This is an optimization exercise on Yosys and OpenROAD, whose aim is small area, a short achievable clock period and few clock cycles per item, not a production implementation. Function was checked by simulation only, so behaviour that the tests miss may differ from the original.

$ cat design/flow/design.v
module csb_crc (
    input  wire        clk,
    input  wire        rst,         
    input  wire        in_valid,
    output wire        in_ready,
    input  wire        in_init,
    input  wire [2:0]  in_nbytes,   
    input  wire [31:0] in_data,
    output wire        idle,
    output wire [31:0] result
);
    localparam [31:0] POLY = 32'hEDB88320;
    reg [31:0] code;       
    reg [31:0] dat;        
    reg        pend;       
    reg        full;       
    reg        busy;       
    reg [3:0]  left;       
    reg        idle_q;     
    reg        ready_q;    
    function [31:0] shift2;
        input [31:0] c;
        integer i;
        reg [31:0] t;
        begin
            t = c;
            for (i = 0; i < 2; i = i + 1)
                t = t[0] ? ((t >> 1) ^ POLY) : (t >> 1);
            shift2 = t;
        end
    endfunction
    wire accept = in_valid & ~busy;
    wire clear  = rst | (accept & in_init);
    wire [31:0] x = ~code ^ dat;
    wire [31:0] f;
    wire m32 = x[2] ^ x[7];
    wire m33 = x[0] ^ x[22];
    wire m34 = x[3] ^ x[6];
    wire m35 = x[1] ^ x[23];
    wire m36 = x[4] ^ m33;
    wire m37 = x[16] ^ x[28];
    wire m38 = x[11] ^ x[25];
    wire m39 = x[24] ^ x[30];
    wire m40 = x[17] ^ x[29];
    wire m41 = x[18] ^ x[26];
    wire m42 = x[5] ^ x[31];
    wire m43 = x[19] ^ x[27];
    wire m44 = x[12] ^ x[13];
    wire m45 = x[15] ^ m42;
    wire m46 = x[8] ^ x[9];
    wire m47 = x[20] ^ m32;
    wire m48 = x[14] ^ m43;
    wire m49 = m39 ^ m40;
    wire m50 = x[23] ^ m37;
    wire m51 = x[21] ^ m32;
    wire m52 = x[10] ^ m35;
    wire m53 = x[4] ^ x[11];
    wire m54 = x[3] ^ x[10];
    wire m55 = x[0] ^ x[21];
    wire m56 = x[27] ^ m38;
    wire m57 = x[5] ^ x[8];
    wire m58 = x[30] ^ m36;
    wire m59 = x[7] ^ x[25];
    wire m60 = x[13] ^ m41;
    wire m61 = x[15] ^ x[24];
    wire m62 = x[28] ^ m41;
    wire m63 = x[26] ^ m52;
    wire m64 = x[2] ^ x[12];
    wire m65 = x[29] ^ x[31];
    wire m66 = x[14] ^ x[18];
    wire m67 = m33 ^ m45;
    wire m68 = x[28] ^ m46;
    wire m69 = x[14] ^ m50;
    wire m70 = x[25] ^ m34;
    wire m71 = x[8] ^ m47;
    wire m72 = x[6] ^ m47;
    wire m73 = x[7] ^ m34;
    wire m74 = x[10] ^ m65;
    wire m75 = x[31] ^ m39;
    wire m76 = x[9] ^ m44;
    wire m77 = m38 ^ m58;
    wire m78 = m53 ^ m72;
    wire m79 = x[20] ^ m69;
    wire m80 = x[4] ^ x[5];
    wire m81 = m48 ^ m58;
    wire m82 = m46 ^ m51;
    wire m83 = x[16] ^ m59;
    wire m84 = m59 ^ m66;
    wire m85 = m36 ^ m71;
    wire m86 = m40 ^ m57;
    wire m87 = x[22] ^ m43;
    wire m88 = x[12] ^ m54;
    wire m89 = x[21] ^ m49;
    wire m90 = m48 ^ m52;
    wire m91 = m50 ^ m61;
    wire m92 = x[13] ^ m53;
    wire m93 = x[3] ^ x[20];
    wire m94 = x[9] ^ m63;
    wire m95 = m55 ^ m68;
    wire m96 = x[1] ^ m60;
    wire m97 = x[24] ^ m86;
    wire m98 = x[5] ^ m36;
    wire m99 = x[15] ^ x[22];
    wire m100 = x[26] ^ m34;
    wire m101 = x[17] ^ m45;
    wire m102 = x[16] ^ m35;
    wire m103 = m100 ^ m102;
    wire m104 = m103 ^ m85;
    wire m105 = x[3] ^ x[17];
    wire m106 = x[24] ^ x[27];
    wire m107 = m80 ^ m35;
    wire m108 = m105 ^ m106;
    wire m109 = m107 ^ m108;
    wire m110 = m82 ^ m109;
    wire m111 = x[2] ^ x[10];
    wire m112 = x[18] ^ x[24];
    wire m113 = m111 ^ m112;
    wire m114 = m68 ^ m70;
    wire m115 = m113 ^ m98;
    wire m116 = m114 ^ m115;
    wire m117 = x[19] ^ x[29];
    wire m118 = m80 ^ m38;
    wire m119 = m117 ^ m73;
    wire m120 = m118 ^ m119;
    wire m121 = m94 ^ m120;
    wire m122 = x[10] ^ x[12];
    wire m123 = x[26] ^ x[27];
    wire m124 = m39 ^ m57;
    wire m125 = m122 ^ m123;
    wire m126 = m124 ^ m125;
    wire m127 = m126 ^ m78;
    wire m128 = m42 ^ m44;
    wire m129 = m73 ^ m56;
    wire m130 = m128 ^ m95;
    wire m131 = m129 ^ m130;
    wire m132 = x[0] ^ x[2];
    wire m133 = x[29] ^ m54;
    wire m134 = m132 ^ m76;
    wire m135 = m133 ^ m134;
    wire m136 = m79 ^ m135;
    wire m137 = x[1] ^ x[14];
    wire m138 = x[15] ^ m54;
    wire m139 = m137 ^ m92;
    wire m140 = m138 ^ m89;
    wire m141 = m139 ^ m140;
    wire m142 = x[16] ^ m64;
    wire m143 = m66 ^ m45;
    wire m144 = m142 ^ m143;
    wire m145 = m77 ^ m144;
    wire m146 = x[19] ^ m44;
    wire m147 = m146 ^ m101;
    wire m148 = m85 ^ m147;
    wire m149 = x[9] ^ x[14];
    wire m150 = m149 ^ m51;
    wire m151 = m60 ^ m98;
    wire m152 = m150 ^ m151;
    wire m153 = m34 ^ m99;
    wire m154 = m57 ^ m153;
    wire m155 = m90 ^ m154;
    wire m156 = x[9] ^ m91;
    wire m157 = m78 ^ m156;
    wire m158 = m55 ^ m83;
    wire m159 = m88 ^ m97;
    wire m160 = m158 ^ m159;
    wire m161 = x[6] ^ x[17];
    wire m162 = m46 ^ m161;
    wire m163 = m162 ^ m96;
    wire m164 = m77 ^ m163;
    wire m165 = x[9] ^ x[12];
    wire m166 = m32 ^ m41;
    wire m167 = m42 ^ m165;
    wire m168 = m166 ^ m167;
    wire m169 = m90 ^ m168;
    wire m170 = x[7] ^ m37;
    wire m171 = m61 ^ m87;
    wire m172 = m92 ^ m170;
    wire m173 = m63 ^ m171;
    wire m174 = m172 ^ m173;
    wire m175 = m64 ^ m56;
    wire m176 = m97 ^ m175;
    wire m177 = m79 ^ m176;
    wire m178 = x[15] ^ m55;
    wire m179 = m70 ^ m76;
    wire m180 = m49 ^ m62;
    wire m181 = m178 ^ m179;
    wire m182 = m180 ^ m181;
    wire m183 = m74 ^ m83;
    wire m184 = m96 ^ m183;
    wire m185 = m81 ^ m184;
    wire m186 = x[11] ^ m37;
    wire m187 = m73 ^ m186;
    wire m188 = m101 ^ m187;
    wire m189 = m81 ^ m188;
    wire m190 = x[3] ^ m64;
    wire m191 = m40 ^ m62;
    wire m192 = m190 ^ m67;
    wire m193 = m191 ^ m192;
    wire m194 = x[29] ^ x[30];
    wire m195 = m194 ^ m87;
    wire m196 = m60 ^ m71;
    wire m197 = m195 ^ m196;
    wire m198 = x[23] ^ x[30];
    wire m199 = x[31] ^ m93;
    wire m200 = m198 ^ m48;
    wire m201 = m199 ^ m95;
    wire m202 = m200 ^ m201;
    wire m203 = m100 ^ m74;
    wire m204 = m82 ^ m91;
    wire m205 = m203 ^ m204;
    wire m206 = x[2] ^ x[6];
    wire m207 = x[20] ^ m206;
    wire m208 = m49 ^ m56;
    wire m209 = m207 ^ m208;
    wire m210 = m94 ^ m209;
    wire m211 = m75 ^ m88;
    wire m212 = m51 ^ m56;
    wire m213 = m62 ^ m211;
    wire m214 = m212 ^ m213;
    wire m215 = x[0] ^ m65;
    wire m216 = m35 ^ m37;
    wire m217 = m38 ^ m43;
    wire m218 = m44 ^ m215;
    wire m219 = m216 ^ m217;
    wire m220 = m72 ^ m218;
    wire m221 = m219 ^ m220;
    wire m222 = x[6] ^ m44;
    wire m223 = m36 ^ m222;
    wire m224 = m69 ^ m89;
    wire m225 = m223 ^ m224;
    wire m226 = x[13] ^ m35;
    wire m227 = m49 ^ m84;
    wire m228 = m226 ^ m67;
    wire m229 = m227 ^ m228;
    wire m230 = x[4] ^ x[19];
    wire m231 = m93 ^ m99;
    wire m232 = m230 ^ m75;
    wire m233 = m84 ^ m231;
    wire m234 = m232 ^ m233;
    wire m235 = x[1] ^ x[19];
    wire m236 = m235 ^ m70;
    wire m237 = m51 ^ m67;
    wire m238 = m236 ^ m237;
    assign f[0] = m104;
    assign f[1] = m110;
    assign f[2] = m116;
    assign f[3] = m121;
    assign f[4] = m127;
    assign f[5] = m131;
    assign f[6] = m136;
    assign f[7] = m141;
    assign f[8] = m145;
    assign f[9] = m148;
    assign f[10] = m152;
    assign f[11] = m155;
    assign f[12] = m157;
    assign f[13] = m160;
    assign f[14] = m164;
    assign f[15] = m169;
    assign f[16] = m174;
    assign f[17] = m177;
    assign f[18] = m182;
    assign f[19] = m185;
    assign f[20] = m189;
    assign f[21] = m193;
    assign f[22] = m197;
    assign f[23] = m202;
    assign f[24] = m205;
    assign f[25] = m210;
    assign f[26] = m214;
    assign f[27] = m221;
    assign f[28] = m225;
    assign f[29] = m229;
    assign f[30] = m234;
    assign f[31] = m238;
    wire [31:0] s = shift2({~code[31:2], x[1:0]});
    always @(posedge clk) begin
        if (clear)
            code <= 32'd0;
        else if (pend & full)
            code <= ~f;
        else if (pend)
            code <= ~s;
    end
    always @(posedge clk) begin
        if (busy)
            dat[21:0] <= dat[23:2];
        else
            dat[21:0] <= in_data[21:0];
        dat[31:22] <= in_data[31:22];
    end
    reg       pend_n, busy_n;
    reg [3:0] left_n;
    always @(*) begin
        if (rst) begin
            pend_n = 1'b0;
            busy_n = 1'b0;
            left_n = 4'd0;
        end else if (accept) begin
            pend_n = (in_nbytes != 3'd0);
            busy_n = ~in_nbytes[2] & (in_nbytes[1:0] != 2'd0);
            left_n = {in_nbytes[1:0], 2'b00};
        end else begin
            pend_n = pend & ~full & (left != 4'd1);
            busy_n = busy & (left != 4'd2);
            left_n = left - {3'd0, left != 4'd0};
        end
    end
    always @(posedge clk) begin
        pend    <= pend_n;
        idle_q  <= ~pend_n;
        busy    <= busy_n;
        ready_q <= ~busy_n;
        left    <= left_n;
        if (accept)
            full <= in_nbytes[2];
    end
    assign in_ready = ready_q;
    assign idle     = idle_q;
    assign result   = code;
endmodule
$ cat design/flow/flow/run.sh
#!/bin/bash
# Standard layout, with plain buf_1 cells as the port buffers.
export BUFFER_PORTS_ARGS="-buffer_cell sky130_fd_sc_hd__buf_1"
bash standard.sh > standard.log 2>&1
$ cat design/flow/standard.sh
#!/bin/bash
# synth_recipe.tcl (not shown) runs the flow's synth.tcl, then flattens the netlist and writes it again
# the make line also repeats each setting of config.mk as NAME=value (left out here)
make -C /OpenROAD-flow-scripts/flow DESIGN_CONFIG=/design/flow/config.mk WORK_HOME=/design/flow/orfs CLKGATE_MAP_FILE= SYNTH_SCRIPT=/design/flow/synth_recipe.tcl "${@:-finish}"
$ cat design/flow/config.mk
export PLATFORM = sky130hd
export DESIGN_NAME = csb_crc
export DESIGN_NICKNAME = csb_crc
export VERILOG_FILES = /design/flow/design.v
export SDC_FILE = /design/flow/constraint.sdc
export NUM_CORES = 4
export LEC_CHECK = 0
export CAP_MARGIN = 20
export CORE_MARGIN = 2
export CORE_UTILIZATION = 40
export SETUP_SLACK_MARGIN = 2.5
export SLEW_MARGIN = 20
$ cat design/flow/constraint.sdc
create_clock -name core_clock -period 5.0 [get_ports {clk}]
set_input_delay 1.0000 -clock core_clock [delete_from_list [all_inputs] [get_ports {clk}]]
set_output_delay 1.0000 -clock core_clock [all_outputs]
set_load 0.01 [all_outputs]
==> results of run 1 <==
-- what timing repair did --
action,in CTS,in global routing
pin swaps,1,5
setup buffers,0,8
endpoints found under the setup margin,29,30
resized for setup,14,28
-- metal layers --
metal	GRT usage, %	wire length (um)
met1	28.5	6450
met2	35.1	7320
met3	3.04	805
met4	7.35	279
met5	0	0
-- cell type report --
class / instances / area [sq um] / share of cell area [%]
multi-input cells: 388 / 4080 / 63.3
clock inverters: 6 / 43.8 / 0.679
flip-flops and latches: 73 / 1480 / 22.9
inverters: 8 / 30.0 / 0.466
well taps: 176 / 220 / 3.41
repair buffers: 85 / 368 / 5.70
clock buffers: 10 / 229 / 3.55
-- cell usage in the layout (no fill, tap or decap), types with 3 or more instances in the layout --
master | Yosys | layout
xnor2_1 | 142 | 124
buf_1 | 1 | 72
dfxtp_1 | 72 | 69
xnor3_1 | 35 | 33
xor2_1 | 34 | 31
mux2_2 | 22 | 22
xnor2_2 | 13 | 21
a21oi_1 | 20 | 20
nor2b_1 | 21 | 20
o22ai_1 | 16 | 16
o21ai_0 | 14 | 14
buf_4 | 0 | 13
xnor2_4 | 1 | 11
nor2_1 | 11 | 10
clkbuf_16 | 0 | 9
inv_1 | 8 | 8
nand2_1 | 8 | 8
a31oi_1 | 7 | 7
mux2i_1 | 7 | 7
a211oi_1 | 4 | 4
nand2b_1 | 3 | 3
xor2_2 | 2 | 3
xnor3_2 | 1 | 3
nor3_1 | 3 | 3
-- final timing paths --
kind | start | end | slack [ps] | depth (start not counted)
worst max-delay path | code[24] | code[7] | 2540 | 6
worst min-delay path | dat[14] | dat[12] | 510 | 1
worst max register to register | code[24] | code[7] | 2540 | 6
worst min register to register | dat[14] | dat[12] | 510 | 1
-- cells by family after synthesis --
kind of cell / Yosys count
xor+xnor: 231
flops: 73
compound gates: 71
simple gates: 55
mux: 29
buf+inv: 25
fa+ha+maj: 2
-- flip-flops by register name (all words and copies together) (netlist names) --
register and flops:
dat 32, ready_q 1, full 1, busy 1, code 32, pend 1, left 4, idle_q 1
-- through the flow --
stage / instances / utilization, %
floorplan: 486 / -
global placement: 722 / 44.2
detailed placement: 722 / 44.2
CTS: 738 / 47.1
global route: 746 / 49.1
finish: 746 / 49.1
-- synthesized netlist by cell type, drive strengths merged, types with 8 or more instances --
| cell | count |
|---|---|
| o22ai | 16 |
| clkbuf | 15 |
| xnor3 | 37 |
| o21ai | 14 |
| nor2b | 21 |
| mux2 | 22 |
| xnor2 | 156 |
| nand2 | 8 |
| inv | 8 |
| a21oi | 20 |
| dfxtp | 72 |
| nor2 | 11 |
| xor2 | 36 |
==> flow_metrics.env, run 1 <==
export IMPL_grt_setup_unrepaired="false"
export IMPL_cp_arrival_ps=2670
export IMPL_ios=73
export IMPL_synth_top_family_by_area="XOR/XNOR gates"
export IMPL_synth_top_flop_cell="dfxtp_1"
export IMPL_routed_wl_mm=14.9
export IMPL_place_congestion=0.939
export IMPL_viasPerCell=5.11
export IMPL_worst_slack_ps=2540
export IMPL_drtIter0Drc=255
export IMPL_critical_path_class="flip-flop to flip-flop"
export IMPL_root_buffer="clkbuf_16"
export IMPL_tightest_slew_ps=1070
export IMPL_design_area_sq_um=6450
export IMPL_worstPathRequired_ps=5210
export IMPL_crit_chain="xnor2_2 > xnor2_2 > xnor3_1 > xnor2_1 > xnor2_1 > o22ai_1"
export IMPL_wl_per_cell_um=19.9
export IMPL_synth_fa_ha_area_share_pct=0.468
export IMPL_status="finished clean"
export IMPL_critPathLaunchType="flip-flop"
export IMPL_relSlewSlack_pct=27.9
export IMPL_cts_buffers=9
export IMPL_cp_top_family="XOR/XNOR gates"
export IMPL_core_sq_um=13100
export IMPL_skew_ps=7.74
export IMPL_synth_fp_nets=527
export IMPL_yosys_warnings=1
export IMPL_num_nets_final=606
export IMPL_synth_edf_count=1
export IMPL_setup_worst_path_end_class="flip-flop"
export IMPL_grt_max_degree=46
export IMPL_clock_path_buffers=2
export IMPL_post_synth_num_cell_types=41
export IMPL_die_w_um=120
export IMPL_die_area_sq_um=14300
export IMPL_pre_cts_ws_ps=1990
export IMPL_area_delta_synth_final_pct=20.8
export IMPL_yosysTopAreaCell="dfxtp_1"
export IMPL_setup_viol=0
export IMPL_postCtsHoldBufs=0
export IMPL_cp_slowest_cell="xnor2_2"
export IMPL_hp_class="flip-flop to flip-flop"
export IMPL_ant_nets=0
export IMPL_synthTopCellsByArea="dfxtp_1 27%, xnor2_1 23%, xnor3_1 15%"
export IMPL_holdWs_ps=506
export IMPL_synth_simple_area_share_pct=5.58
export IMPL_firstDrtPassIters=5
export IMPL_synth_avg_cell_area_sq_um=11.0
export IMPL_synth_top_area_share_pct=27.0
export IMPL_tritoncts="done"
export IMPL_die_y_um=120
export IMPL_placement_rows=42
export IMPL_vias=3810
export IMPL_htree_levels=3
export IMPL_async_reset_ff_share_pct=0
export IMPL_clkSinkCount=73
export IMPL_max_freq_mhz=406
export IMPL_grt_usage_pct=21.2
export IMPL_finalMaxSlewViolations=0
export IMPL_synth_area_sq_um=5340
export IMPL_synth_xor_area_share_pct=50.5
export IMPL_grt_overflow=0
export IMPL_slowest_delay_ps=540
export IMPL_dp_hpwl_mm=11.5
export IMPL_grt_pass1_vias=3812
export IMPL_period_share_pct=49.2
export IMPL_n_fill_cell=1252
export IMPL_drive_gt1_share_pct=17.7
export IMPL_antennaDiodeCount=0
export IMPL_yosys_mux_area_fraction_pct=5.95
export IMPL_drc=0
export IMPL_worstSkewPairLatency_ps=340
export IMPL_grt_first_pass_wirelength_mm=22.5
export IMPL_yosysSeqAreaShare_pct=27.5
export IMPL_initial_core_util_pct=40.7
export IMPL_tns_ps=0
export IMPL_ys_ff_latch=73
export IMPL_worst_path_max_fanout=5
export IMPL_maxCapViolCount=0
export IMPL_dpl_cell_area_sq_um=5810
export IMPL_syn_inst=486
export IMPL_period_needed_ps=2460
export IMPL_synth_compound_area_share_pct=8.15
export IMPL_hold_viol_final=0
export IMPL_io_buffers=72
export IMPL_antenna_found_initial=0
export IMPL_crit_buf_inv=0
export IMPL_clk_pin_slew_ps=60
Testbench counts, summed over its fixed seeds: cycles 24,576, bytes 97,536.
==> run 2, diff against run 1 <==
--- a/design/flow/config.mk
+++ b/design/flow/config.mk
@@ -7,6 +7,7 @@
 export LEC_CHECK = 0
 export CAP_MARGIN = 20
 export CORE_MARGIN = 2
-export CORE_UTILIZATION = 40
+export CORE_UTILIZATION = 65
+export PLACE_DENSITY = 0.75
 export SETUP_SLACK_MARGIN = 2.5
 export SLEW_MARGIN = 20
==> run 2 against run 1 <==
- synthesized area is the same
- via count grew 4.0%
- first-iteration DRC count grew 62%
- still clean on timing, DRC and antenna
- non-clock buffer count shrank 1
- sequential share of layout area grew 0.51 points
- critical endpoint is now code[18]
- fmax shrank 2.9%
- highest routed layer unchanged
- clock skew grew 2.6 ps
==> flow_metrics.env, run 2 <==
export IMPL_num_nets_final=605
export IMPL_vias=3961
export IMPL_postCtsHoldBufs=0
export IMPL_worst_path_max_fanout=5
export IMPL_max_freq_mhz=394
export IMPL_period_share_pct=50.7
export IMPL_yosysSeqAreaShare_pct=27.5
export IMPL_synth_commonest_cells="142 x xnor2_1, 72 x dfxtp_1, 35 x xnor3_1"
export IMPL_yosys_warnings=1
export IMPL_wl_per_cell_um=21.8
export IMPL_grt_usage_pct=34.2
export IMPL_synthTopCellsByArea="dfxtp_1 27%, xnor2_1 23%, xnor3_1 15%"
export IMPL_antenna_found_initial=0
export IMPL_synth_fp_nets=527
export IMPL_drive_gt1_share_pct=18.8
export IMPL_setup_worst_path_end_class="flip-flop"
export IMPL_die_y_um=94.7
export IMPL_clock_path_buffers=2
export IMPL_setup_viol=0
export IMPL_synth_avg_cell_area_sq_um=11.0
export IMPL_io_buffers=72
export IMPL_reg_top3="code (32), dat (32), left (4)"
export IMPL_pre_cts_ws_ps=1560
export IMPL_drc=0
export IMPL_status="finished clean"
export IMPL_tritoncts="done"
export IMPL_hp_class="flip-flop to flip-flop"
export IMPL_placement_rows=33
export IMPL_synth_most_common_cell="xnor2_1"
export IMPL_cts_buffers=9
export IMPL_design_area_sq_um=6300
export IMPL_finalMaxSlewViolations=0
export IMPL_dp_hpwl_mm=10.8
export IMPL_ios=73
export IMPL_skew_ps=10.4
export IMPL_root_buffer="clkbuf_8"
export IMPL_grt_busiest_layer="met2"
export IMPL_firstDrtPassIters=5
export IMPL_die_w_um=94.7
export IMPL_synth_top_flop_cell="dfxtp_1"
export IMPL_grtUsageMet1_pct=47.2
export IMPL_grt_max_degree=46
export IMPL_ys_ff_latch=73
export IMPL_area_delta_synth_final_pct=18.0
export IMPL_relSlewSlack_pct=45.5
export IMPL_htree_levels=3
export IMPL_antennaDiodeCount=0
export IMPL_post_synth_num_cell_types=41
export IMPL_gr_usage_met3_pct=7.26
export IMPL_grt_pass1_vias=3714
export IMPL_grt_overflow=0
export IMPL_worstSkewPairLatency_ps=360
export IMPL_tns_ps=0
export IMPL_grt_first_pass_wirelength_mm=21.9
export IMPL_most_common_layout_cells="119 x xnor2_1, 72 x buf_1, 68 x dfxtp_1, 32 x xor2_1, 31 x xnor3_1"
export IMPL_period_needed_ps=2540
export IMPL_synth_area_sq_um=5340
export IMPL_synth_edf_count=1
export IMPL_initial_core_util_pct=66.0
export IMPL_hold_viol_final=0
export IMPL_critPathLaunchType="flip-flop"
export IMPL_die_area_sq_um=8960
export IMPL_ant_nets=0
export IMPL_yosysTopAreaCell="dfxtp_1"
export IMPL_syn_inst=486
export IMPL_dpl_cell_area_sq_um=5710
export IMPL_grt_setup_unrepaired="true"
export IMPL_routed_wl_mm=14.7
export IMPL_clk_pin_slew_ps=80
export IMPL_place_congestion=0.990
export IMPL_worstPathRequired_ps=5240
export IMPL_grtUsageMet2_pct=53.5
export IMPL_final_common_cell="xnor2_1"
export IMPL_core_sq_um=8090
export IMPL_clkSinkCount=73
export IMPL_critical_path_class="flip-flop to flip-flop"
export IMPL_drtIter0Drc=412
export IMPL_cp_arrival_ps=2770
export IMPL_worst_slack_ps=2470
export IMPL_viasPerCell=5.88
export IMPL_async_reset_ff_share_pct=0
export IMPL_maxCapViolCount=0
export IMPL_synth_top_area_share_pct=27.0
export IMPL_tightest_slew_ps=811
==> run 2: changes by cell type in the layout (fill, tap and decap cells not counted), sizes merged <==
cell | previous run | this run
clkinv | 4 | 5
clkbuf | 10 | 11
clkinvlp | 1 | 0
buf | 85 | 84
inv | 9 | 8
==> run 2: layer usage <==
layer	vias up	wire, um
li1	1813	-
met1	1941	6410
met2	174	6940
met3	33	908
met4	0	437
met5	-	0
==> run 2: worst max-delay path, stage by stage (launching register included) <==
cell and delay (ps):
dfxtp_1 510, xor2_1 360, xnor3_1 630, xnor2_1 270, xnor3_1 300, xnor2_1 190
o221ai_1 140
==> run 2: cells by family after synthesis <==
kind of cell             after synthesis  share of synthesized area, %
adder cells (fa/ha/maj)                2                         0.468
AO/OA/AOI/OAI                         71                          8.15
buffers and inverters                 25                          1.78
multiplexers                          29                          5.95
flip-flops                            73                          27.5
AND/OR/NAND/NOR                       55                          5.58
XOR/XNOR                             231                          50.5
==> run 2: worst paths after layout <==
check	slack, ps	endpoint	startpoint	depth (start not counted)
worst max-delay path	2470	code[18]	code[6]	6
worst min-delay path	510	dat[12]	dat[14]	1
worst max register to register	2470	code[18]	code[6]	6
worst min register to register	510	dat[12]	dat[14]	1
==> run 2: final cells by class <==
type,instances,area (sq um)
clock buffer,11,141
clock inverter,5,32.5
fill,538,1790
inverter,8,30.0
multi-input combinational,388,4130
sequential,73,1480
tap,105,131
timing repair buffer,84,360
==> run 2: repair_timing <==
item	CTS	global route
pin swaps	0	4
endpoints found under the hold margin	0	0
gates resized for setup	28	22
setup buffers	0	8
endpoints found under the setup margin	32	28
==> run 2: through the flow <==
stage | hold WS [ps] | utilization, % | cells
floorplan | 477 | - | 486
global placement | 491 | 70.5 | 650
detailed placement | 495 | 70.5 | 650
CTS | 512 | 74.8 | 666
global route | 543 | 77.9 | 674
finish | 508 | 77.9 | 674
==> run 3, diff against run 2 <==
--- a/design/flow/config.mk
+++ b/design/flow/config.mk
@@ -7,7 +7,9 @@
 export LEC_CHECK = 0
 export CAP_MARGIN = 20
 export CORE_MARGIN = 2
-export CORE_UTILIZATION = 65
-export PLACE_DENSITY = 0.75
+export CORE_UTILIZATION = 40
+export CTS_BUF_LIST = sky130_fd_sc_hd__clkbuf_4 sky130_fd_sc_hd__clkbuf_8
+export CTS_CLUSTER_DIAMETER = 100
+export CTS_CLUSTER_SIZE = 30
 export SETUP_SLACK_MARGIN = 2.5
 export SLEW_MARGIN = 20
==> run 3 against run 2 <==
- still clean on timing, DRC and antenna
- cell area increased by 0.56%
- first-iteration DRC count decreased by 50%
- die area increased by 60%
- sequential cell count unchanged
- synthesized area unchanged
- fmax increased by 3.1%
- cell count increased by 10%
- setup slack improved by 76 ps
- count of clock-buffer cells in the layout decreased by 1
- critical path type unchanged
- critical endpoint is now code[7]
==> flow_metrics.env, run 3 <==
export IMPL_synth_avg_cell_area_sq_um=11.0
export IMPL_num_nets_final=604
export IMPL_synth_most_common_cell="xnor2_1"
export IMPL_crit_chain="xnor2_2 > xnor2_2 > xnor3_1 > xnor2_1 > xnor2_1 > o22ai_1"
export IMPL_yosysSeqAreaShare_pct=27.5
export IMPL_grt_max_degree=46
export IMPL_hp_class="flip-flop to flip-flop"
export IMPL_grt_overflow=0
export IMPL_worstPathRequired_ps=5240
export IMPL_wl_per_cell_um=19.9
export IMPL_dp_hpwl_mm=11.5
export IMPL_synth_top_area_share_pct=27.0
export IMPL_worst_r2r_cell_count=6
export IMPL_slowest_delay_ps=540
export IMPL_core_sq_um=13100
export IMPL_drive_gt1_share_pct=17.6
export IMPL_cp_top_family="XOR/XNOR gates"
export IMPL_area_delta_synth_final_pct=18.7
export IMPL_critical_path_class="flip-flop to flip-flop"
export IMPL_hold_depth=1
export IMPL_hold_viol_final=0
export IMPL_tightest_slew_ps=1130
export IMPL_synth_area_sq_um=5340
export IMPL_vias=3828
export IMPL_maxCapViolCount=0
export IMPL_tns_ps=0
export IMPL_placement_rows=42
export IMPL_grt_pass1_vias=3835
export IMPL_clock_path_buffers=2
export IMPL_async_reset_ff_share_pct=0
export IMPL_routed_wl_mm=14.8
export IMPL_clkSinkCount=73
export IMPL_skew_ps=12.8
export IMPL_relSlewSlack_pct=24.2
export IMPL_synth_edf_count=1
export IMPL_firstDrtPassIters=5
export IMPL_synthTopCellsByArea="dfxtp_1 27%, xnor2_1 23%, xnor3_1 15%"
export IMPL_hold_path_end="dat[12]"
export IMPL_post_synth_num_cell_types=41
export IMPL_antennaDiodeCount=0
export IMPL_max_freq_mhz=407
export IMPL_root_buffer="clkbuf_8"
export IMPL_rr_startpoint="code[24]"
export IMPL_drc=0
export IMPL_grt_first_pass_wirelength_mm=22.5
export IMPL_htree_levels=3
export IMPL_pre_cts_ws_ps=1990
export IMPL_worstHoldStart="dat[14]"
export IMPL_die_y_um=120
export IMPL_yosysTopAreaCell="dfxtp_1"
export IMPL_die_area_sq_um=14300
export IMPL_finalMaxSlewViolations=0
export IMPL_synth_commonest_cells="142 x xnor2_1, 72 x dfxtp_1, 35 x xnor3_1"
export IMPL_final_common_cell="xnor2_1"
export IMPL_postCtsHoldBufs=0
export IMPL_syn_inst=486
export IMPL_grt_setup_unrepaired="false"
export IMPL_regToRegEndpoint="code[7]"
export IMPL_setup_worst_path_end_class="flip-flop"
export IMPL_worstSkewPairLatency_ps=370
export IMPL_io_buffers=72
export IMPL_tritoncts="done"
export IMPL_placed_cells=722
export IMPL_antenna_found_initial=0
export IMPL_worst_slack_ps=2540
export IMPL_cp_arrival_ps=2700
export IMPL_drtIter0Drc=204
export IMPL_final_cells=744
export IMPL_synth_fp_nets=527
export IMPL_worst_path_max_fanout=5
export IMPL_period_share_pct=49.2
export IMPL_initial_core_util_pct=40.7
export IMPL_die_w_um=120
export IMPL_period_needed_ps=2460
export IMPL_synth_top_flop_cell="dfxtp_1"
export IMPL_status="finished clean"
export IMPL_crit_buf_inv=0
export IMPL_reg_top3="code (32), dat (32), left (4)"
export IMPL_ios=73
export IMPL_setup_viol=0
export IMPL_clk_pin_slew_ps=90
export IMPL_cts_buffers=9
export IMPL_r2r_setup_slack_ps=2540
export IMPL_ys_ff_latch=73
export IMPL_yosys_warnings=1
export IMPL_place_congestion=0.939
export IMPL_cp_slowest_cell="xnor2_2"
export IMPL_viasPerCell=5.15
export IMPL_most_common_layout_cells="124 x xnor2_1, 72 x buf_1, 69 x dfxtp_1, 33 x xnor3_1, 31 x xor2_1"
export IMPL_critPathLaunchType="flip-flop"
export IMPL_grt_usage_pct=21.2
export IMPL_ant_nets=0
## run 3: cell counts after synthesis
Identical to the previous run, type by type.
## run 3: cells by family after synthesis
kind of cell,after synthesis,share of synthesized area (%)
buffers and inverters,25,1.78
xor gates and xnor gates,231,50.5
muxes,29,5.95
AOI/OAI and AO/OA,71,8.15
adders and majority gates,2,0.468
and+or+nand+nor,55,5.58
DFF,73,27.5
## run 3: timing repair
action,in CTS,in global routing
gates resized for setup,21,20
pin swaps,2,4
setup buffers,1,5
endpoints found under the setup margin,29,30
hold endpoints to repair,0,0
## run 3: worst max path at each step
stage               end  cells past startpoint  startpoint
2_1_floorplan  code[14]                      6    code[13]
3_3_place_gp   code[18]                      6        busy
3_5_place_dp   code[18]                      6        busy
4_1_cts        code[25]                      6    code[25]
5_1_grt        code[17]                      6    code[25]
6_report        code[7]                      6    code[24]
## run 3: per-layer routing
layer	part of all wire, %	vias to the layer above	track usage, %
li1	-	1815	-
met1	44	1854	27.8
met2	48	128	34.7
met3	5.1	31	4.28
met4	2.9	0	7.57
met5	0	-	0
## run 3: worst reg2reg max path, cell delays in order, from the launching register on
cell     delay (ps)
dfxtp_1         380
xnor2_2         540
xnor2_2         250
xnor3_1         460
xnor2_1         350
xnor2_1         230
o22ai_1         140
## run 3: final cells by class
type,count,area [sq um]
fill,1286,6800
multi-input combinational,388,4070
sequential,73,1480
timing repair buffer,83,365
tap,176,220
clock buffer,10,131
clock inverter,6,43.8
inverter,8,30.0
## run 3: metrics by stage
stage	cell area [sq um]	utilization [%]	hold slack [ps]
3_3_place_gp	5800	44.2	495
4_1_cts	6140	46.7	518
2_1_floorplan	5340	-	477
6_report	6340	48.2	504
5_1_grt	6340	48.2	533
3_5_place_dp	5810	44.2	496
==> run 4, diff against run 3 <==
--- a/design/flow/design.v
+++ b/design/flow/design.v
@@ -11,27 +11,31 @@
 );
     localparam [31:0] POLY = 32'hEDB88320;
     reg [31:0] code;       
-    reg [31:0] dat;        
     reg        pend;       
-    reg        full;       
-    reg        busy;       
+    reg        part;       
+    reg        back;       
     reg [3:0]  left;       
+    reg        busy;       
     reg        idle_q;     
-    reg        ready_q;    
-    function [31:0] shift2;
+    function [31:0] unshift2;
         input [31:0] c;
         integer i;
         reg [31:0] t;
         begin
             t = c;
             for (i = 0; i < 2; i = i + 1)
-                t = t[0] ? ((t >> 1) ^ POLY) : (t >> 1);
-            shift2 = t;
+                t = t[31] ? (((t ^ POLY) << 1) | 32'd1) : (t << 1);
+            unshift2 = t;
         end
     endfunction
-    wire accept = in_valid & ~busy;
-    wire clear  = rst | (accept & in_init);
-    wire [31:0] x = ~code ^ dat;
+    wire accept  = in_valid & ~busy & ~rst;
+    wire partial = ~in_nbytes[2] & (in_nbytes[1:0] != 2'd0);
+    wire clr     = rst | (accept & in_init);
+    wire [31:0] b = {in_data[31:24] & {8{accept & in_nbytes[2]}},
+                     in_data[23:16] & {8{accept & (in_nbytes[2] | (in_nbytes[1] & in_nbytes[0]))}},
+                     in_data[15:8]  & {8{accept & (in_nbytes[2] | in_nbytes[1])}},
+                     in_data[7:0]   & {8{accept & (in_nbytes != 3'd0)}}};
+    wire [31:0] x = ~code;
     wire [31:0] f;
     wire m32 = x[2] ^ x[7];
     wire m33 = x[0] ^ x[22];
@@ -272,49 +276,38 @@
     assign f[29] = m229;
     assign f[30] = m234;
     assign f[31] = m238;
-    wire [31:0] s = shift2({~code[31:2], x[1:0]});
-    always @(posedge clk) begin
-        if (clear)
-            code <= 32'd0;
-        else if (pend & full)
-            code <= ~f;
-        else if (pend)
-            code <= ~s;
-    end
-    always @(posedge clk) begin
-        if (busy)
-            dat[21:0] <= dat[23:2];
-        else
-            dat[21:0] <= in_data[21:0];
-        dat[31:22] <= in_data[31:22];
-    end
-    reg       pend_n, busy_n;
+    wire [31:0] stepped = ~f ^ b;
+    wire [31:0] kept    = ({32{~clr}} & (back ? ~unshift2(~code) : code)) ^ b;
+    always @(posedge clk)
+        code <= (pend & ~clr) ? stepped : kept;
+    reg       pend_n, part_n, back_n, busy_n;
     reg [3:0] left_n;
     always @(*) begin
+        pend_n = accept & (in_nbytes != 3'd0);
+        part_n = accept & partial;
         if (rst) begin
-            pend_n = 1'b0;
+            back_n = 1'b0;
             busy_n = 1'b0;
             left_n = 4'd0;
         end else if (accept) begin
-            pend_n = (in_nbytes != 3'd0);
-            busy_n = ~in_nbytes[2] & (in_nbytes[1:0] != 2'd0);
-            left_n = {in_nbytes[1:0], 2'b00};
+            back_n = 1'b0;
+            busy_n = partial;
+            left_n = {~in_nbytes[1:0], 2'b00} + 4'd4;
         end else begin
-            pend_n = pend & ~full & (left != 4'd1);
-            busy_n = busy & (left != 4'd2);
-            left_n = left - {3'd0, left != 4'd0};
+            back_n = (pend & part) | (back & (left != 4'd1));
+            busy_n = busy & ~(back & (left == 4'd1));
+            left_n = left - {3'd0, back};
         end
     end
     always @(posedge clk) begin
-        pend    <= pend_n;
-        idle_q  <= ~pend_n;
-        busy    <= busy_n;
-        ready_q <= ~busy_n;
-        left    <= left_n;
-        if (accept)
-            full <= in_nbytes[2];
+        pend   <= pend_n;
+        part   <= part_n;
+        back   <= back_n;
+        busy   <= busy_n;
+        left   <= left_n;
+        idle_q <= ~(pend_n | back_n);
     end
-    assign in_ready = ready_q;
+    assign in_ready = ~busy;
     assign idle     = idle_q;
     assign result   = code;
 endmodule
==> run 4 against run 3 <==
- sequential share of layout area is 6.4 points lower
- worst hold slack gained 34 ps
- still clean on timing, DRC and antenna
- fmax increased by 1.7%
- count of clock-buffer cells in the layout is 5 lower
- non-clock buffer count is 5 lower
- cell count is 14% lower
- die area shrank 15%
- critical endpoint is now code[6]
- register-to-register slack improved by 40 ps
- critical path depth unchanged
- first-iteration DRC count decreased by 34%
==> flow_metrics.env, run 4 <==
export IMPL_num_nets_final=544
export IMPL_grt_max_degree=36
export IMPL_critical_path_class="flip-flop to flip-flop"
export IMPL_yosysSeqAreaShare_pct=18.1
export IMPL_viasPerCell=5.12
export IMPL_antenna_found_initial=0
export IMPL_area_delta_synth_final_pct=8.72
export IMPL_most_common_layout_cells="150 x xnor2_1, 72 x buf_1, 43 x xor2_1, 35 x nand2_1, 31 x mux2i_1"
export IMPL_setup_viol=0
export IMPL_synth_most_common_cell="xnor2_1"
export IMPL_period_share_pct=48.4
export IMPL_worstPathRequired_ps=5200
export IMPL_cp_arrival_ps=2620
export IMPL_cts_buffers=5
export IMPL_setup_worst_path_end_class="flip-flop"
export IMPL_seqCellArea_sq_um=835
export IMPL_critPathLaunchType="flip-flop"
export IMPL_ios=73
export IMPL_async_reset_ff_share_pct=0
export IMPL_clkSinkCount=41
export IMPL_antennaDiodeCount=0
export IMPL_grtUsageMet1_pct=27.7
export IMPL_final_cells=642
export IMPL_dpl_cell_area_sq_um=4770
export IMPL_tightest_slew_ps=1090
export IMPL_synth_avg_cell_area_sq_um=9.90
export IMPL_grt_overflow=0
export IMPL_reg_top3="code (32), left (4)"
export IMPL_drive_gt1_share_pct=8.57
export IMPL_synth_top_flop_cell="dfxtp_1"
export IMPL_worstHoldStart="busy"
export IMPL_vias=3290
export IMPL_status="finished clean"
export IMPL_ys_ff_latch=41
export IMPL_maxCapViolCount=0
export IMPL_ant_nets=0
export IMPL_final_common_cell="xnor2_1"
export IMPL_firstDrtPassIters=5
export IMPL_clock_path_buffers=2
export IMPL_synthTopCellsByArea="xnor2_1 30%, dfxtp_1 18%, xnor3_1 14%"
export IMPL_synth_area_sq_um=4530
export IMPL_synth_top_area_share_pct=29.6
export IMPL_grt_setup_unrepaired="false"
export IMPL_rr_startpoint="code[16]"
export IMPL_hold_viol_final=0
export IMPL_die_y_um=110
export IMPL_synth_edf_count=0
export IMPL_grt_usage_pct=20.6
export IMPL_yosysTopAreaCell="xnor2_1"
export IMPL_clk_pin_slew_ps=100
export IMPL_yosys_warnings=1
export IMPL_n_fill_cell=1092
export IMPL_worst_slack_ps=2580
export IMPL_die_w_um=110
export IMPL_hp_class="flip-flop to flip-flop"
export IMPL_worst_path_max_fanout=6
export IMPL_root_buffer="clkbuf_8"
export IMPL_largest_reg_flops=32
export IMPL_skew_ps=10.7
export IMPL_setup_worst_path_start="code[16]"
export IMPL_core_sq_um=10900
export IMPL_place_congestion=0.947
export IMPL_grt_first_pass_wirelength_mm=19.7
export IMPL_drtIter0Drc=135
export IMPL_drc=0
export IMPL_grtUsageMet2_pct=34.4
export IMPL_syn_inst=458
export IMPL_gr_usage_met3_pct=3.35
export IMPL_initial_core_util_pct=41.5
export IMPL_synth_fp_nets=501
export IMPL_design_area_sq_um=4930
export IMPL_routed_wl_mm=12.3
export IMPL_worstSkewPairLatency_ps=320
export IMPL_placement_rows=38
export IMPL_multi_input_area_sq_um=3490
export IMPL_tns_ps=0
export IMPL_die_area_sq_um=12200
export IMPL_worst_r2r_cell_count=6
export IMPL_pre_cts_ws_ps=2040
export IMPL_regMostFlops="code"
export IMPL_dp_hpwl_mm=9.32
export IMPL_period_needed_ps=2420
export IMPL_postLayoutCoreUtil_pct=45.1
export IMPL_htree_levels=2
export IMPL_wl_per_cell_um=19.2
export IMPL_grt_busiest_layer="met2"
export IMPL_io_buffers=72
export IMPL_grt_pass1_vias=3416
export IMPL_hold_depth=2
export IMPL_tritoncts="done"
export IMPL_post_synth_num_cell_types=32
export IMPL_max_freq_mhz=414
export IMPL_relSlewSlack_pct=27.2
export IMPL_placed_cells=631
export IMPL_synth_commonest_cells="153 x xnor2_1, 43 x xor2_1, 41 x dfxtp_1"
export IMPL_finalMaxSlewViolations=0
run 4: cell count changes after synthesis, sizes merged, moves of 5 or more:
cell and change:
o21ai -14, nand2 +28, mux2 -22, mux2i +24, xnor3 -9, buf +30, a31oi -7, nor2b -19
xnor2 +5, clkbuf -5, xor2 +10, a21oi -13, o22ai +11, dfxtp -31
run 4: per-layer routing:
metal	vias to the layer above	share of wire, %
met2	138	48
met1	1561	43
met3	19	6.9
met5	-	0
li1	1572	-
met4	0	2.1
run 4: kinds of logic after synthesis:
| logic type | share of synthesized area (%) |
|---|---|
| flip-flops | 18.1 |
| buffers and inverters | 5.71 |
| XOR/XNOR | 57.3 |
| AO/OA/AOI/OAI | 5.46 |
| AND/OR/NAND/NOR | 5.52 |
| multiplexers | 6.84 |
| adder cells (fa/ha/maj) | 1.10 |
run 4: timing repair:
item | in CTS | in global routing
setup buffers | 0 | 3
endpoints found under the setup margin | 29 | 17
gates resized for setup | 3 | 12
pin swaps | 0 | 1
hold buffers | 0 | 0
run 4: final timing paths:
check / end / slack, ps
max: code[6] / 2580
min: busy / 540
max reg2reg: code[6] / 2580
min reg2reg: busy / 540
run 4: cell type report:
cell class | count | area share, %
inverters | 5 | 0.381
repair buffers | 78 | 6.40
clock inverters | 3 | 0.508
flip-flops and latches | 41 | 16.9
well taps | 140 | 3.55
clock buffers | 5 | 1.40
multi-input cells | 370 | 70.8
run 4: stage by stage:
step	hold WS (ps)
2_1_floorplan	479
3_3_place_gp	511
3_5_place_dp	523
4_1_cts	544
5_1_grt	561
6_report	538
run 4: critical path, stage by stage, from the launching register on:
cell and delay [ps]:
dfxtp_1 590, xor2_1 220, xnor2_2 430, xor2_1 580, xnor2_1 170, o22ai_1 220
xnor2_1 100
Testbench counts of run 4, summed over its fixed seeds: cycles 24,576, bytes 97,536.
==> run 5, diff against run 4 <==
--- a/design/flow/config.mk
+++ b/design/flow/config.mk
@@ -11,5 +11,5 @@
 export CTS_BUF_LIST = sky130_fd_sc_hd__clkbuf_4 sky130_fd_sc_hd__clkbuf_8
 export CTS_CLUSTER_DIAMETER = 100
 export CTS_CLUSTER_SIZE = 30
-export SETUP_SLACK_MARGIN = 2.5
+export SETUP_SLACK_MARGIN = 3.0
 export SLEW_MARGIN = 20
==> run 5 against run 4 <==
- via count increased by 9.0%
- still clean on timing, DRC and antenna
- largest cell class unchanged
- non-clock buffer count increased by 55
- critical endpoint is now code[4]
- critical path type unchanged
==> flow_metrics.env, run 5 <==
export IMPL_critical_path_class="flip-flop to flip-flop"
export IMPL_initial_core_util_pct=41.5
export IMPL_vias=3586
export IMPL_clk_pin_slew_ps=90
export IMPL_grt_max_degree=36
export IMPL_design_area_sq_um=6190
export IMPL_die_y_um=110
export IMPL_max_freq_mhz=480
export IMPL_largest_reg_flops=32
export IMPL_critPathLaunchType="flip-flop"
export IMPL_tightest_slew_ps=610
export IMPL_postCtsHoldBufs=0
export IMPL_maxCapViolCount=0
export IMPL_die_w_um=110
export IMPL_async_reset_ff_share_pct=0
export IMPL_drc=0
export IMPL_grt_usage_pct=21.6
export IMPL_post_synth_num_cell_types=32
export IMPL_drtIter0Drc=200
export IMPL_viasPerCell=5.14
export IMPL_die_area_sq_um=12200
export IMPL_yosys_mux_area_fraction_pct=6.84
export IMPL_worstSkewPairLatency_ps=320
export IMPL_r2r_setup_slack_ps=2920
export IMPL_yosysSeqAreaShare_pct=18.1
export IMPL_grt_pass1_vias=3528
export IMPL_synth_compound_area_share_pct=5.46
export IMPL_synth_most_common_cell="xnor2_1"
export IMPL_synthTopCellsByArea="xnor2_1 30%, dfxtp_1 18%, xnor3_1 14%"
export IMPL_cts_buffers=5
export IMPL_synth_area_sq_um=4530
export IMPL_worst_path_max_fanout=8
export IMPL_synth_avg_cell_area_sq_um=9.90
export IMPL_tritoncts="done"
export IMPL_synth_simple_area_share_pct=5.52
export IMPL_synth_fp_nets=501
export IMPL_grt_setup_unrepaired="true"
export IMPL_final_common_cell="xnor2_1"
export IMPL_ys_ff_latch=41
export IMPL_reg_top3="code (32), left (4)"
export IMPL_ant_nets=0
export IMPL_worst_r2r_cell_count=6
export IMPL_setup_viol=0
export IMPL_synth_commonest_cells="153 x xnor2_1, 43 x xor2_1, 41 x dfxtp_1"
export IMPL_dpl_cell_area_sq_um=4850
export IMPL_cp_arrival_ps=2290
export IMPL_dp_hpwl_mm=9.45
export IMPL_tns_ps=0
export IMPL_final_cells=697
export IMPL_antenna_found_initial=0
export IMPL_synth_top_flop_cell="dfxtp_1"
export IMPL_routed_wl_mm=13.9
export IMPL_htree_levels=2
export IMPL_relSlewSlack_pct=59.3
export IMPL_worstPathRequired_ps=5210
export IMPL_root_buffer="clkbuf_8"
export IMPL_hold_viol_final=0
export IMPL_antennaDiodeCount=0
export IMPL_regToRegEndpoint="code[4]"
export IMPL_yosysTopAreaCell="xnor2_1"
export IMPL_skew_ps=7.35
export IMPL_core_sq_um=10900
export IMPL_placement_rows=38
export IMPL_ios=73
export IMPL_place_congestion=0.921
export IMPL_period_share_pct=41.7
export IMPL_rr_startpoint="code[30]"
export IMPL_clkSinkCount=41
export IMPL_hold_path_end="left[0]"
export IMPL_finalMaxSlewViolations=0
export IMPL_period_needed_ps=2080
export IMPL_syn_inst=458
export IMPL_drive_gt1_share_pct=31.8
export IMPL_wl_per_cell_um=19.9
export IMPL_most_common_layout_cells="125 x xnor2_1, 69 x buf_1, 49 x buf_4, 35 x nand2_1, 33 x dfxtp_4"
export IMPL_synth_xor_area_share_pct=57.3
export IMPL_io_buffers=72
export IMPL_yosys_warnings=1
export IMPL_n_fill_cell=965
export IMPL_synth_edf_count=0
export IMPL_status="finished clean"
export IMPL_area_delta_synth_final_pct=36.6
export IMPL_grt_first_pass_wirelength_mm=20.4
export IMPL_placed_cells=629
export IMPL_holdWs_ps=572
export IMPL_setup_worst_path_end_class="flip-flop"
export IMPL_regMostFlops="code"
export IMPL_grt_overflow=0
export IMPL_hp_class="flip-flop to flip-flop"
export IMPL_worstHoldStart="left[0]"
export IMPL_synth_top_area_share_pct=29.6
export IMPL_synth_top_family_by_area="XOR/XNOR gates"
export IMPL_clock_path_buffers=2
export IMPL_firstDrtPassIters=5
export IMPL_num_nets_final=599
export IMPL_hold_depth=3
export IMPL_synth_fa_ha_area_share_pct=1.10
==> run 5: cell counts after synthesis <==
Identical to the previous run, type by type.
==> run 5: timing repair <==
item | CTS | global route
resized for setup | 97 | 48
pin swaps | 15 | 33
buffers inserted | 33 | 27
endpoints found under the setup margin | 65 | 37
==> run 5: layout make-up <==
class | instances | area, sq um | area share (%)
timing repair buffer | 133 | 848 | 13.7
tap | 140 | 175 | 2.83
clock inverter | 2 | 38.8 | 0.626
clock buffer | 6 | 76.3 | 1.23
sequential | 41 | 945 | 15.3
inverter | 5 | 18.8 | 0.303
multi-input combinational | 370 | 4090 | 66.1
==> run 5: cell families (layout without fill, tap and decap cells) <==
kind of cell	count (synthesis)	in the layout
buffers and inverters	47	146
adders and majority gates	4	4
AOI/OAI and AO/OA	39	39
and+or+nand+nor	59	59
xor gates and xnor gates	237	237
DFF	41	41
muxes	31	31
==> run 5: worst max-delay path, stage by stage (launching register included) <==
cell and delay [ps]:
dfxtp_4 460, xnor3_1 440, xnor2_1 140, xnor2_1 280
xor2_1 350, a21oi_1 130, xor2_1 150
==> run 5: how the worst max path moves through the flow <==
stage              from  endpoint  slack [ps]  depth (start not counted)
6_report       code[30]   code[4]        2920                          6
5_1_grt        code[30]   code[4]        2930                          6
4_1_cts         code[7]   code[9]        2920                          7
3_5_place_dp        rst   code[8]        2100                          7
3_3_place_gp        rst   code[8]        2190                          7
2_1_floorplan  code[28]   code[5]        2990                          7
==> run 5: metal layers <==
layer | vias up | global-route usage, % | part of all wire, %
li1 | 1688 | - | -
met1 | 1762 | 29.2 | 43
met2 | 112 | 36.2 | 49
met3 | 24 | 3.02 | 5.4
met4 | 0 | 6.25 | 2.4
met5 | - | 0 | 0
==> run 5: metrics by stage <==
step                utilization (%)  setup WS, ps
floorplan                         -          2990
CTS                            51.6          2920
global route                   56.6          2930
finish                         56.6          2920
detailed placement             44.3          2100
global placement               44.3          2190
==> run 6, diff against run 5 <==
--- a/design/flow/config.mk
+++ b/design/flow/config.mk
@@ -11,5 +11,5 @@
 export CTS_BUF_LIST = sky130_fd_sc_hd__clkbuf_4 sky130_fd_sc_hd__clkbuf_8
 export CTS_CLUSTER_DIAMETER = 100
 export CTS_CLUSTER_SIZE = 30
-export SETUP_SLACK_MARGIN = 3.0
+export SETUP_SLACK_MARGIN = 2.7
 export SLEW_MARGIN = 20
==> run 6 against run 5 <==
- still clean on timing, DRC and antenna
- clock skew about the same
- cell count decreased by 7.6%
- routed wire length shrank 9.1%
- synthesized area unchanged
- critical endpoint is now code[5]
==> flow_metrics.env, run 6 <==
export IMPL_status="finished clean"
export IMPL_hold_viol_final=0
export IMPL_final_cells=644
export IMPL_yosysTopAreaCell="xnor2_1"
export IMPL_placement_rows=38
export IMPL_clkSinkCount=41
export IMPL_synth_most_common_cell="xnor2_1"
export IMPL_antennaDiodeCount=0
export IMPL_drtIter0Drc=187
export IMPL_yosysSeqAreaShare_pct=18.1
export IMPL_root_buffer="clkbuf_8"
export IMPL_critical_path_class="flip-flop to flip-flop"
export IMPL_viasPerCell=5.06
export IMPL_cp_arrival_ps=2510
export IMPL_synthTopCellsByArea="xnor2_1 30%, dfxtp_1 18%, xnor3_1 14%"
export IMPL_place_congestion=0.915
export IMPL_worstSkewPairLatency_ps=310
export IMPL_setup_viol=0
export IMPL_post_synth_num_cell_types=32
export IMPL_setup_worst_path_end_class="flip-flop"
export IMPL_core_sq_um=10900
export IMPL_reg_top3="code (32), left (4)"
export IMPL_die_area_sq_um=12200
export IMPL_finalMaxSlewViolations=0
export IMPL_seqCellArea_sq_um=852
export IMPL_ys_ff_latch=41
export IMPL_syn_inst=458
export IMPL_async_reset_ff_share_pct=0
export IMPL_relSlewSlack_pct=27.8
export IMPL_grt_overflow=0
export IMPL_grt_first_pass_wirelength_mm=19.4
export IMPL_postCtsHoldBufs=0
export IMPL_max_freq_mhz=440
export IMPL_clock_path_buffers=2
export IMPL_worst_path_max_fanout=9
export IMPL_holdWs_ps=544
export IMPL_synth_area_sq_um=4530
export IMPL_io_buffers=72
export IMPL_critPathLaunchType="flip-flop"
export IMPL_initial_core_util_pct=41.5
export IMPL_die_w_um=110
export IMPL_yosys_warnings=1
export IMPL_grt_usage_pct=20.5
export IMPL_routed_wl_mm=12.6
export IMPL_ios=73
export IMPL_largest_reg_flops=32
export IMPL_skew_ps=7.59
export IMPL_drive_gt1_share_pct=12.9
export IMPL_tightest_slew_ps=1080
export IMPL_grt_setup_unrepaired="true"
export IMPL_worstHoldStart="busy"
export IMPL_synth_top_flop_cell="dfxtp_1"
export IMPL_final_common_cell="xnor2_1"
export IMPL_synth_fp_nets=501
export IMPL_ant_nets=0
export IMPL_synth_top_area_share_pct=29.6
export IMPL_htree_levels=2
export IMPL_cts_buffers=5
export IMPL_period_share_pct=45.4
export IMPL_maxCapViolCount=0
export IMPL_r2r_setup_slack_ps=2730
export IMPL_multi_input_area_sq_um=3610
export IMPL_regMostFlops="code"
export IMPL_num_nets_final=546
export IMPL_tritoncts="done"
export IMPL_synth_avg_cell_area_sq_um=9.90
export IMPL_drc=0
export IMPL_die_y_um=110
export IMPL_period_needed_ps=2270
export IMPL_hp_class="flip-flop to flip-flop"
export IMPL_wl_per_cell_um=19.6
export IMPL_most_common_layout_cells="147 x xnor2_1, 72 x buf_1, 37 x xor2_1, 35 x nand2_1, 31 x mux2i_1"
export IMPL_synth_edf_count=0
export IMPL_rr_startpoint="code[21]"
export IMPL_clk_pin_slew_ps=90
export IMPL_placed_cells=631
export IMPL_vias=3257
export IMPL_dp_hpwl_mm=9.31
export IMPL_tns_ps=0
export IMPL_grt_max_degree=36
export IMPL_setup_worst_path_start="code[21]"
export IMPL_synth_commonest_cells="153 x xnor2_1, 43 x xor2_1, 41 x dfxtp_1"
export IMPL_area_delta_synth_final_pct=12.7
export IMPL_worstPathRequired_ps=5240
export IMPL_antenna_found_initial=0
export IMPL_firstDrtPassIters=4
export IMPL_grt_pass1_vias=3444
export IMPL_n_fill_cell=1089
## run 6: cell types whose count changed in the layout (fill, tap and decap cells not counted), sizes merged
| cell | delta |
|---|---|
| buf | -54 |
| nand2b | +1 |
## run 6: final timing paths
check	endpoint	cells past startpoint
worst max-delay path	code[5]	6
worst min-delay path	busy	2
worst max register to register	code[5]	6
worst min register to register	busy	2
## run 6: cell type report
type / instances / share of cell area (%)
timing repair buffer: 79 / 6.56
inverter: 5 / 0.367
clock buffer: 6 / 1.49
tap: 140 / 3.43
clock inverter: 2 / 0.759
multi-input combinational: 371 / 70.7
sequential: 41 / 16.7
## run 6: logic make-up after synthesis
logic type	synth area share, %
fa+ha+maj	1.10
buf+inv	5.71
mux	6.84
xor+xnor	57.3
flops	18.1
compound gates	5.46
simple gates	5.52
## run 6: layer usage
layer  share of wire, %  track usage (%)  routed length (um)
met5                  0                0                   0
met4                2.2             6.17                 282
met3                6.5             3.29                 816
met2                 50             35.5                6240
met1                 42             26.1                5260
## run 6: worst max-delay path, stage by stage (launching register included)
cell	delay, ps
dfxtp_1	700
xnor3_1	340
xor2_2	280
xnor3_1	390
xor2_1	160
o22ai_1	190
xnor2_1	140
## run 6: metrics by stage
stage               utilization (%)  area (sq um)  setup slack [ps]
floorplan                         -          4540              2710
global placement               43.6          4770              1910
detailed placement             43.6          4770              2070
CTS                            45.6          4980              2670
global route                   46.7          5110              2650
finish                         46.7          5110              2730
## run 6: timing repair
action                                  4_1_cts  5_1_grt
resized for setup                            20       25
setup buffers                                 3        1
endpoints found under the setup margin       34       16
gates cloned                                  0        1
pin swaps                                     2        0
==> run 7, diff against run 6 <==
--- a/design/flow/config.mk
+++ b/design/flow/config.mk
@@ -11,5 +11,5 @@
 export CTS_BUF_LIST = sky130_fd_sc_hd__clkbuf_4 sky130_fd_sc_hd__clkbuf_8
 export CTS_CLUSTER_DIAMETER = 100
 export CTS_CLUSTER_SIZE = 30
-export SETUP_SLACK_MARGIN = 2.7
+export SETUP_SLACK_MARGIN = 2.85
 export SLEW_MARGIN = 20
==> run 7 against run 6 <==
- via count is 4.9% higher
- routed wire length is 4.9% higher
- core utilization is 3.0 points higher
- register-to-register slack better by 150 ps
- synthesized area stayed put
- clock skew is 0.82 ps lower
- cell count is 2.8% higher
- global-route usage is 0.41 points higher
- worst hold slack better by 18 ps
- sequential share of layout area is 0.34 points lower
==> flow_metrics.env, run 7 <==
export IMPL_ios=73
export IMPL_critPathLaunchType="flip-flop"
export IMPL_maxCapViolCount=0
export IMPL_setup_worst_path_end_class="output port"
export IMPL_worstHoldStart="left[1]"
export IMPL_most_common_layout_cells="141 x xnor2_1, 71 x buf_1, 35 x nand2_1, 34 x xor2_1, 31 x mux2i_1"
export IMPL_routed_wl_mm=13.2
export IMPL_async_reset_ff_share_pct=0
export IMPL_ant_nets=0
export IMPL_final_common_cell="xnor2_1"
export IMPL_regMostFlops="code"
export IMPL_hold_depth=3
export IMPL_wl_per_cell_um=20.0
export IMPL_drc=0
export IMPL_period_share_pct=43.3
export IMPL_root_buffer="clkbuf_8"
export IMPL_ys_ff_latch=41
export IMPL_vias=3418
export IMPL_post_synth_num_cell_types=32
export IMPL_status="finished clean"
export IMPL_cp_top_family="flip-flops"
export IMPL_hold_path_end="left[1]"
export IMPL_synth_commonest_cells="153 x xnor2_1, 43 x xor2_1, 41 x dfxtp_1"
export IMPL_max_freq_mhz=462
export IMPL_hp_class="flip-flop to flip-flop"
export IMPL_synth_top_flop_cell="dfxtp_1"
export IMPL_firstDrtPassIters=4
export IMPL_antenna_found_initial=0
export IMPL_synth_top_area_share_pct=29.6
export IMPL_crit_buf_inv=1
export IMPL_num_nets_final=564
export IMPL_tns_ps=0
export IMPL_viasPerCell=5.16
export IMPL_holdWs_ps=562
export IMPL_r2r_setup_slack_ps=2880
export IMPL_drtIter0Drc=228
export IMPL_skew_ps=6.78
export IMPL_largest_reg_flops=32
export IMPL_finalMaxSlewViolations=0
export IMPL_die_w_um=110
export IMPL_clk_pin_slew_ps=90
export IMPL_initial_core_util_pct=41.5
export IMPL_worst_path_max_fanout=7
export IMPL_synth_edf_count=0
export IMPL_synthTopCellsByArea="xnor2_1 30%, dfxtp_1 18%, xnor3_1 14%"
export IMPL_place_congestion=0.917
export IMPL_hold_viol_final=0
export IMPL_crit_chain="buf_1"
export IMPL_synth_fp_nets=501
export IMPL_relSlewSlack_pct=60.2
export IMPL_synth_most_common_cell="xnor2_1"
export IMPL_antennaDiodeCount=0
export IMPL_core_sq_um=10900
export IMPL_worst_r2r_cell_count=6
export IMPL_area_delta_synth_final_pct=19.9
export IMPL_worstSkewPairLatency_ps=310
export IMPL_grt_max_degree=36
export IMPL_grt_overflow=0
export IMPL_cp_slowest_cell="dfxtp_1"
export IMPL_tritoncts="done"
export IMPL_cts_buffers=5
export IMPL_grt_first_pass_wirelength_mm=19.9
export IMPL_postCtsHoldBufs=0
export IMPL_rr_startpoint="code[5]"
export IMPL_worstPathRequired_ps=4000
export IMPL_period_needed_ps=2170
export IMPL_yosysTopAreaCell="xnor2_1"
export IMPL_clkSinkCount=41
export IMPL_placement_rows=38
export IMPL_critical_path_class="flip-flop to output port"
export IMPL_die_area_sq_um=12200
export IMPL_synth_avg_cell_area_sq_um=9.90
export IMPL_die_y_um=110
export IMPL_drive_gt1_share_pct=20.7
export IMPL_slowest_delay_ps=660
export IMPL_synth_area_sq_um=4530
export IMPL_n_fill_cell=1074
export IMPL_regToRegEndpoint="code[8]"
export IMPL_reg_top3="code (32), left (4)"
export IMPL_dp_hpwl_mm=9.26
export IMPL_clock_path_buffers=2
export IMPL_grt_setup_unrepaired="true"
export IMPL_grt_usage_pct=20.9
export IMPL_tightest_slew_ps=597
export IMPL_grt_pass1_vias=3473
export IMPL_yosysSeqAreaShare_pct=18.1
export IMPL_cp_arrival_ps=1170
export IMPL_io_buffers=72
export IMPL_syn_inst=458
export IMPL_yosys_warnings=1
export IMPL_htree_levels=2
export IMPL_setup_viol=0
-- run 7: logic make-up (layout without fill, tap and decap cells) --
kind of cell / Yosys count / count (layout) / share of synthesized area, %
DFF: 41 / 41 / 18.1
AOI/OAI and AO/OA: 39 / 39 / 5.46
and+or+nand+nor: 59 / 60 / 5.52
xor gates and xnor gates: 237 / 237 / 57.3
buffers and inverters: 47 / 110 / 5.71
muxes: 31 / 31 / 6.84
adders and majority gates: 4 / 4 / 1.10
-- run 7: cell type report --
class | instances | area [sq um] | share of cell area, %
clock inverters | 2 | 38.8 | 0.713
well taps | 140 | 175 | 3.22
inverters | 5 | 18.8 | 0.345
flip-flops and latches | 41 | 888 | 16.3
multi-input cells | 371 | 3760 | 69.2
clock buffers | 6 | 76.3 | 1.40
repair buffers | 97 | 479 | 8.81
-- run 7: worst max-delay path by stage --
stage                   from   endpoint  slack (ps)  cells after the start
detailed placement  in_valid   code[12]        2150                      6
global route         code[5]  result[5]        2820                      1
finish               code[5]  result[5]        2830                      1
global placement     code[7]    code[5]        2260                      6
CTS                 code[28]    code[5]        2830                      6
floorplan                rst   code[12]        2860                      6
-- run 7: timing repair --
| item | 4_1_cts | 5_1_grt |
|---|---|---|
| gates cloned | 0 | 1 |
| endpoints found under the hold margin | 0 | 0 |
| buffers inserted | 9 | 14 |
| setup endpoints to repair | 44 | 34 |
| pin swaps | 2 | 4 |
| gates resized for setup | 57 | 31 |
-- run 7: routing by layer --
layer  track usage [%]  wire length (um)
met1              27.3              5490
met2              35.0              6380
met3              3.35               925
met4              7.25               412
met5                 0                 0
-- run 7: metrics by stage --
step / area (sq um) / util, % / instances / setup slack, ps
6_report: 5440 / 49.7 / 662 / 2830
5_1_grt: 5440 / 49.7 / 662 / 2820
4_1_cts: 5160 / 47.2 / 647 / 2830
3_5_place_dp: 4760 / 43.6 / 630 / 2150
3_3_place_gp: 4760 / 43.6 / 630 / 2260
2_1_floorplan: 4550 / - / 458 / 2860

## port drivers added, routing unchanged
The results above use ideal ports. As a check the final layouts listed here were re-extracted and re-timed, cells and wires unchanged. Step 1, drivers: a clkbuf_16 drives clk and a buf_2 each remaining input, both assumed. Step 2 adds t to the input delays and takes it off the output delays; t is the mean of the earliest and latest rising clock arrival at the registers after step 1. Input paths then give back, and output paths get back, about the clock's delay inside the block. Slacks: no drivers / after step 1 / after step 2; pairs: no drivers / after step 1.
| run | shift t [ns] | setup WS [ns] | slew at the worst register clock pin (ns) |
|---|---|---|---|
| run 1 | 0.381 | 2.539 / 2.539 / 2.373 | 0.06 / 0.06 |
| run 2 | 0.391 | 2.465 / 2.465 / 2.465 | 0.08 / 0.08 |
| run 3 | 0.397 | 2.541 / 2.541 / 2.359 | 0.09 / 0.09 |
| run 4 | 0.344 | 2.582 / 2.582 / 2.332 | 0.10 / 0.10 |
| run 5 | 0.349 | 2.916 / 2.916 / 2.712 | 0.09 / 0.09 |
| run 6 | 0.337 | 2.728 / 2.728 / 2.501 | 0.09 / 0.09 |
| run 7 | 0.334 | 2.834 / 2.804 / 2.682 | 0.09 / 0.09 |
After both steps setup and hold are still met in every run listed. For run 4, which loses most, drivers alone change the setup slack by 0.000 ns; drivers and shift together by -0.250 ns.
